This is an optimization exercise on Yosys and OpenROAD, whose aim is small area, a short achievable clock period and few clock cycles per item, not a production implementation. The RTL was checked by simulation tests, not by an equivalence proof against the original design.

==> flow/design.v <==
module vs23_quantizer (
    input  wire        clk,
    input  wire        rst,         
    input  wire        in_valid,
    output wire        in_ready,
    input  wire [23:0] in_rgb,      
    output wire        out_valid,
    input  wire        out_ready,
    output wire [7:0]  out_code,
    output wire        out_hit      
);
    reg [31:0] palette [0:255];
    initial $readmemh("palette.hex", palette);
    localparam [1:0] S_IDLE   = 2'd0,
                     S_SEARCH = 2'd1,
                     S_DONE   = 2'd2;
    reg [1:0]        state;
    reg [23:0]       key;
    reg signed [9:0] lo, hi;        
    reg [7:0]        code;
    reg              hit;
    wire signed [9:0] mid       = lo + ((hi - lo) >>> 1);
    wire [31:0]       entry     = palette[mid[7:0]];
    wire [23:0]       entry_rgb = entry[31:8];
    wire [7:0] r = key[23:16];
    wire [7:0] g = key[15:8];
    wire [7:0] b = key[7:0];
    wire [16:0] ysum  = 17'd76 * r + 17'd150 * g + 17'd29 * b + 17'd128;
    wire [3:0]  luma4 = ysum[15:12];
    reg [3:0] sector;
    always @(*) begin
        if      (r >= b && b > g) sector = 4'd1;
        else if (r >= g && g > b) sector = 4'd2;
        else if (b >= r && r > g) sector = 4'd3;
        else if (b >= g && g > r) sector = 4'd4;
        else if (g >= r && r > b) sector = 4'd5;
        else if (g >= b && b > r) sector = 4'd6;
        else if (r > g)           sector = 4'd7;
        else if (g > r)           sector = 4'd8;
        else if (b > r)           sector = 4'd9;
        else                      sector = 4'd0;
    end
    wire [7:0] fallback_code = {sector, luma4};
    always @(posedge clk) begin
        if (rst) begin
            state <= S_IDLE;
        end else begin
            case (state)
                S_IDLE: begin
                    if (in_valid) begin
                        key   <= in_rgb;
                        lo    <= 10'sd0;
                        hi    <= 10'sd255;
                        state <= S_SEARCH;
                    end
                end
                S_SEARCH: begin
                    if (lo > hi) begin
                        code  <= fallback_code;
                        hit   <= 1'b0;
                        state <= S_DONE;
                    end else if (entry_rgb == key) begin
                        code  <= entry[7:0];
                        hit   <= 1'b1;
                        state <= S_DONE;
                    end else if (entry_rgb < key) begin
                        lo <= mid + 10'sd1;
                    end else begin
                        hi <= mid - 10'sd1;
                    end
                end
                S_DONE: begin
                    if (out_ready)
                        state <= S_IDLE;
                end
                default: state <= S_IDLE;
            endcase
        end
    end
    assign in_ready  = (state == S_IDLE);
    assign out_valid = (state == S_DONE);
    assign out_code  = code;
    assign out_hit   = hit;
endmodule
==> flow/palette.hex <==
00000000
00a035da
01e912af
01fb39c6
07175e3f
071ae69c
08a0af17
0c565bb2
0dc84c07
0e07d4d1
11111101
117e1658
117f16d3
117f26db
117f66ba
117f6b67
1180335c
11803825
11803dda
12046bbf
120533f2
120573aa
12069f4d
1206af36
1207afa2
1207ef6c
1207f220
1268b52c
159dedf7
1606dae1
16f76860
1aa61c36
1bf2a335
1bf2a892
1bf3a817
1bf3abca
1bf4d713
1bf51793
1bf52748
1bf567ab
22222202
275740b6
27ff8731
27ff8a2b
27ff8cfb
27ff8f3b
280057db
280058c7
280068c9
280078ec
293bfe5f
293bfffc
293d000a
293e2cb0
293ef444
293ef77d
293ff86e
293ffbd8
2abbd182
30302ed7
33333303
36366d9d
36366f97
3636709a
363675b5
363775cb
36377a6b
36387bd4
36394336
3699db8e
3bd9af82
3ca558d2
3ca658e1
3ca69800
3ca6a88f
3ca6e84a
3ca7b067
3ca7b238
3ca8b35f
3e0a1e74
3e0aacba
3e308941
414445c6
414571e7
414581a8
41458209
414584a1
4146849a
4146897f
414789cb
42e18af3
42e28beb
42e38c53
42e391ac
42e4bd92
42e4beec
42e4bf39
42e4c093
44444404
44a90909
459e6d44
463bfa81
46897bbd
469114f5
47df648e
48b8cf79
4df17330
52db0d08
52dbd50d
52dcd5f6
52dd9d82
52dec900
52df0960
52df0aa0
52df1a59
53cba1d3
55555505
59145b8c
5a96d45c
5aefee4c
62743891
62753926
62763a47
62773b89
6277404d
6277801b
6277834a
6278841c
66666606
6a24cfcb
6a9d8c3d
6cf0c16c
6ff2b490
75a135df
77777707
78583fa1
7a8e58f3
7f071fa3
7f44d42d
804070b4
847fe8ff
86f8ad7a
86f8ed68
86f8f022
86f9305b
86f9701a
86f975d4
86f97a3f
86fa7b8a
8771f168
88888808
8d712a9b
8eda7c84
8f866d8a
93532da4
98cfa6ee
99999909
9d08806c
9df3336a
9df45f5c
9df58bd0
9df68b4f
9df78b99
9df85389
9df863fb
9df864f6
9fbdae9d
a0668fb9
a18a6860
a18b68ef
a18c6886
a18c6b3f
a18c6e38
a18d6e22
a18d716c
a18e7238
a1cdf5c0
a1f4be12
a728f4b1
a728f6ee
a728f8a7
a728f980
a728fa68
a729fbd8
a72ac33b
a72bc492
a83b42a1
a9614689
aa64a50c
aaaaaa0a
aac4df8e
ab76e635
ad8a29ec
ae6d5f30
b2382485
b2695323
b29ee2e7
b72603e6
b9bdb7f5
bbbbbb0b
bc014ad8
bc151d99
bd8a1f3c
c1159610
c1ec8507
c42b6606
c42c668b
c42ca682
c42cb6dd
c42cb8b5
c42cb939
c42de52d
c42de865
c5bf567b
c64e5998
ca1c2bae
ca9c43b5
cb560799
cbc30af7
cccccc0c
cefa5261
cf551e78
d0d9befa
d0d9bf34
d0da873d
d0db4f6a
d0dc4f4a
d0dc5f57
d0dc623e
d0dd63a7
d4c536b7
d88c4cde
dd1708f3
dddddd0d
e15fc8a6
e31ee8a0
e45ff423
e4e1e340
e50961f6
e5f67960
e99d70af
e99e38bf
e99e3af8
e99e3fa2
e99e4000
e99e42df
e99e47e8
e99e4acb
eada146e
eeeeee0e
ef09b5fb
f547f1ae
fa3c3e37
feaab4fb
ff4e7632
ffffff0f
==> flow/run.sh <==
#!/bin/bash
# synth_recipe.tcl (not shown) runs the flow's synth.tcl, then flattens the netlist and writes it again
# the make line also repeats each setting of config.mk as NAME=value (left out here)
make -C /OpenROAD-flow-scripts/flow DESIGN_CONFIG=/design/flow/config.mk WORK_HOME=/design/flow/orfs CLKGATE_MAP_FILE= SYNTH_SCRIPT=/design/flow/synth_recipe.tcl finish
==> flow/config.mk <==
export PLATFORM = sky130hd
export DESIGN_NAME = vs23_quantizer
export DESIGN_NICKNAME = vs23_quantizer
export VERILOG_FILES = /design/flow/design.v
export SDC_FILE = /design/flow/constraint.sdc
export NUM_CORES = 4
export LEC_CHECK = 0
export CAP_MARGIN = 20
export CORE_MARGIN = 2
export CORE_UTILIZATION = 40
export SLEW_MARGIN = 20
export SYNTH_MEMORY_MAX_BITS = 16384
==> flow/constraint.sdc <==
create_clock -name core_clock -period 10.0 [get_ports {clk}]
set_input_delay 2.0000 -clock core_clock [delete_from_list [all_inputs] [get_ports {clk}]]
set_output_delay 2.0000 -clock core_clock [all_outputs]
set_load 0.01 [all_outputs]
==> results.txt <==
cells in the final DEF (no fill, tap or decap), types with 15 or more instances in the layout:
master	instances
ha_1	201
nor2_1	199
nand2_1	162
a21oi_1	160
inv_1	136
o21ai_0	131
nor3_1	90
buf_4	85
o211ai_1	71
a211oi_1	61
edfxtp_1	53
nand3_1	52
a31oi_1	48
fa_1	42
xnor2_1	39
clkdlybuf4s50_1	38
o311ai_0	36
a311oi_1	35
a221oi_1	22
a21o_1	21
o221ai_1	18
nand2b_1	17
a211o_1	17
o22ai_1	16
nor2b_1	16
nand4_1	15
o31ai_1	15
cells by family (layout without fill, tap and decap cells):
group                    count (synthesis)  after routing
AO/OA/AOI/OAI                          787            787
AND/OR/NAND/NOR                        632            632
buffers and inverters                  346            276
adder cells (fa/ha/maj)                244            244
flip-flops                              55             55
XOR/XNOR                                49             49
multiplexers                            30             30
other                                    0              3
Yosys cell counts, drive strengths merged (15+ instances only):
cell and instances:
a31oi 48, ha 201, a21o 21, mux2i 15, a211o 17, nor2b 16, o221ai 18, nand3 53
nand2 165, o22ai 17, o21ai 142, o211ai 71, fa 42, nand2b 17, nor2 208, xnor2 41
a311oi 36, nor3 95, edfxtp 53, a221oi 22, a211oi 61, o311ai 43, clkbuf 58, buf 148
nand4 15, a21oi 160, inv 137, o31ai 15
sequential cells by signal (all words and copies together), names as in the netlist:
signal,flops
state,2
key,24
hi,10
lo,10
code,8
hit,1
stage by stage:
stage | area, um^2 | cells | setup WS, ps | hold slack [ps] | util
floorplan | 15800 | 2143 | 2370 | 506 | -
global placement | 16700 | 2582 | 1940 | 636 | 0.430
detailed placement | 16700 | 2582 | 1890 | 693 | 0.430
CTS | 16800 | 2590 | 1800 | 694 | 0.434
global route | 16900 | 2591 | 1240 | 712 | 0.434
finish | 16900 | 2594 | 1510 | 688 | 0.435
routing by layer:
metal | part of all wire | up-vias | routed length (um) | global-route usage
li1 | - | 7966 | - | -
met1 | 0.35 | 9126 | 34100 | 0.531
met2 | 0.40 | 1765 | 38600 | 0.665
met3 | 0.14 | 614 | 13800 | 0.193
met4 | 0.11 | 2 | 10400 | 0.367
met5 | 0.00021 | - | 20 | 0
critical path, stage by stage, from the launching register on:
cell      delay [ps]
edfxtp_1         410
nand2b_1         140
inv_1             60
fa_1             480
inv_1             50
ha_1             230
fa_1             840
ha_1             710
clkinv_1         640
ha_1             600
nor3_1           850
o21ai_0          190
o311ai_0         140
o221ai_1         200
o21bai_1         230
ha_1             150
nand4_1          100
nor2_1           160
nand2_1          100
or3_1            420
or4_1            630
a21o_1           230
nor2_1           510
area by class of cell:
type / count / share of cell area
tap: 518 / 0.0384
timing repair buffer: 128 / 0.0663
antenna: 3 / 0.000445
sequential: 55 / 0.0967
multi-input combinational: 1742 / 0.758
inverter: 140 / 0.0311
clock inverter: 3 / 0.00163
clock buffer: 5 / 0.00742
worst min path at each step:
stage                    end  depth (start not counted)
floorplan           state[0]                          1
global placement    state[0]                          1
detailed placement  state[0]                          1
CTS                 state[0]                          1
global route        state[0]                          1
finish              state[0]                          1
==> metrics.md <==
| Metric | Value |
|---|---|
| Status | finished clean |
| Setup_tns | 0 ps |
| Hold Path Origin | state[1] |
| Clock tree buffer depth | 2 |
| Layout Area Growth over Synthesis | 6.65% |
| Die X | 203 um |
| CTS tree | built |
| Largest net degree at the start of global routing | between 150 and 200 |
| Final min period | 8490 ps |
| Syn Nets | roughly 2400 |
| CP endpoint kind | flip-flop |
| CP Launch Type | flip-flop |
| Worst-skew pair later-pin latency | roughly 330 ps |
| Synthesized cell area | 15800 um^2 |
| Dominant cells by area after synthesis | ha_1 16%, edfxtp_1 10%, fa_1 5.3% |
| Register area share after synthesis | 0.103 |
| Synth Flop Type | edfxtp_1 |
| Slew headroom | 0.150 |
| Syn_area_per_cell | approximately 7.4 um^2 |
| Post-synth top area cell | ha_1 |
| Initial Util | 0.407 |
| Routed len/inst | approximately 37 um |
| Area of the die | between 40000 and 50000 um^2 |
| Mux contribution to synthesized area | 0.0304 |
| Final ANT Viol Nets | 0 |
| Synth unique cells | 90 |
| First-pass DRT Iterations | 8 |
| GRT Overall Usage | 0.459 |
| Die height | ~200 um |
| Final hold violations | 0 |
| I/O pin total | 39 |
| Ys Warns | 1 |
| DP Wirelength | around 70000 um |
| RSZ-0062 raised after global routing | no |
| Synthesized flop and latch total | 55 |
| Crit path arrival time | between 8000 and 9000 ps |
| Post-synth top area share | 0.159 |
| CTS Sinks | 55 |
| Reg area | ~1600 um^2 |
| Max FO, Critical Path | 18 |
| WS Path Type | reg2reg |
| Final #Nets | 2343 |
| Skew final | between 15 and 20 ps |
| TritonCTS buffer count | 5 |
| Residual DRC count | 0 |
| Postcts setup bufs | 0 |
| Worst r2r dst | code[4] |
| Adder-Cell Fraction of Synth Area | 0.213 |
| First-pass GRT wire length | around 140000 um |
| Share of flip-flops with an asynchronous set or reset | 0 |
| Gr ovfl total | 0 |
| Main combinational cell family by area after synthesis | compound AO/OA/AOI/OAI gates |
| Cts repair resizes | 0 |
| Vias | slightly below 20000 |
| Max-Cap Viols | 0 |
| R2r startpoint | lo[0] |
| Slew Viols, Final | 0 |
| Hold WC Path Type | reg2reg |
| Initial antenna violation count | 6 |
| CP required | about 10000 ps |
| Setup violations, final | 0 |
| FMAX | 0.118 GHz |
| Hold-fix buffers, CTS | 0 |
| Crit share post-route | 0.849 |
| Number of synthesized flops with an enable pin | 53 |
| Reg2reg setup slack | 1510 ps |
| Slew of the pin with the lowest slew margin | about 1300 ps |
| R2R depth | 22 |
| Post-Route WL | 96800 um |
| Layout cells sized above 1 | 0.0767 |
| Reg clk slew, reported paths | roughly 90 ps |
| GPL Wtd Cong | between 1 and 1.5 |
| H-tree levels | 2 |
| Drt initial violations | 3331 |
| Vias in the first global route | roughly 19000 |
| Simple-gate share of the synthesized area | 0.185 |
| Row Count | 72 |
| Crit path to | code[4] |
| Core area | between 30000 and 40000 um^2 |
| Complex-gate fraction of the synthesized area | 0.342 |
| Via/cell ratio | 7.51 |
| Area of the multi-input gates | 12800 um^2 |
| Fillcell total | a little under 4000 |
| Worst setup startpoint | lo[0] |
| CTS Root Cell | clkbuf_16 |
| Port bufs | 38 |
| Xor-xnor portion of the synthesized cell area | 0.0294 |
| Synthesized instance count | approximately 2100 |
Testbench counts, summed over its fixed seeds: cycles 48,650, items 4,800.

-- what the ideal ports hide --
No port has a modelled driver above. Below, the same layout with a new extraction and two added sets of constraints. Step 1 assumes that a clkbuf_16 drives the clock port and a buf_2 every other input. Step 2 moves the port delays by t, midway between the first and last clock arrival at a register: inputs arrive t later, outputs are due t later. That takes back most of the time a late clock gives input paths. Slacks: no drivers / after step 1 / after step 2; pairs: no drivers / after step 1.
t, ns: 0.362
setup slack, ns: 1.511 / 1.511 / 1.511
worst setup path at the end: register to register
slew at the worst register clock pin (ns): 0.09 / 0.09
pins driven straight from the clock port: 1
After both steps setup and hold are still met in this run. The setup slack of this run moves by 0.000 ns with the drivers and by 0.000 ns with both steps.
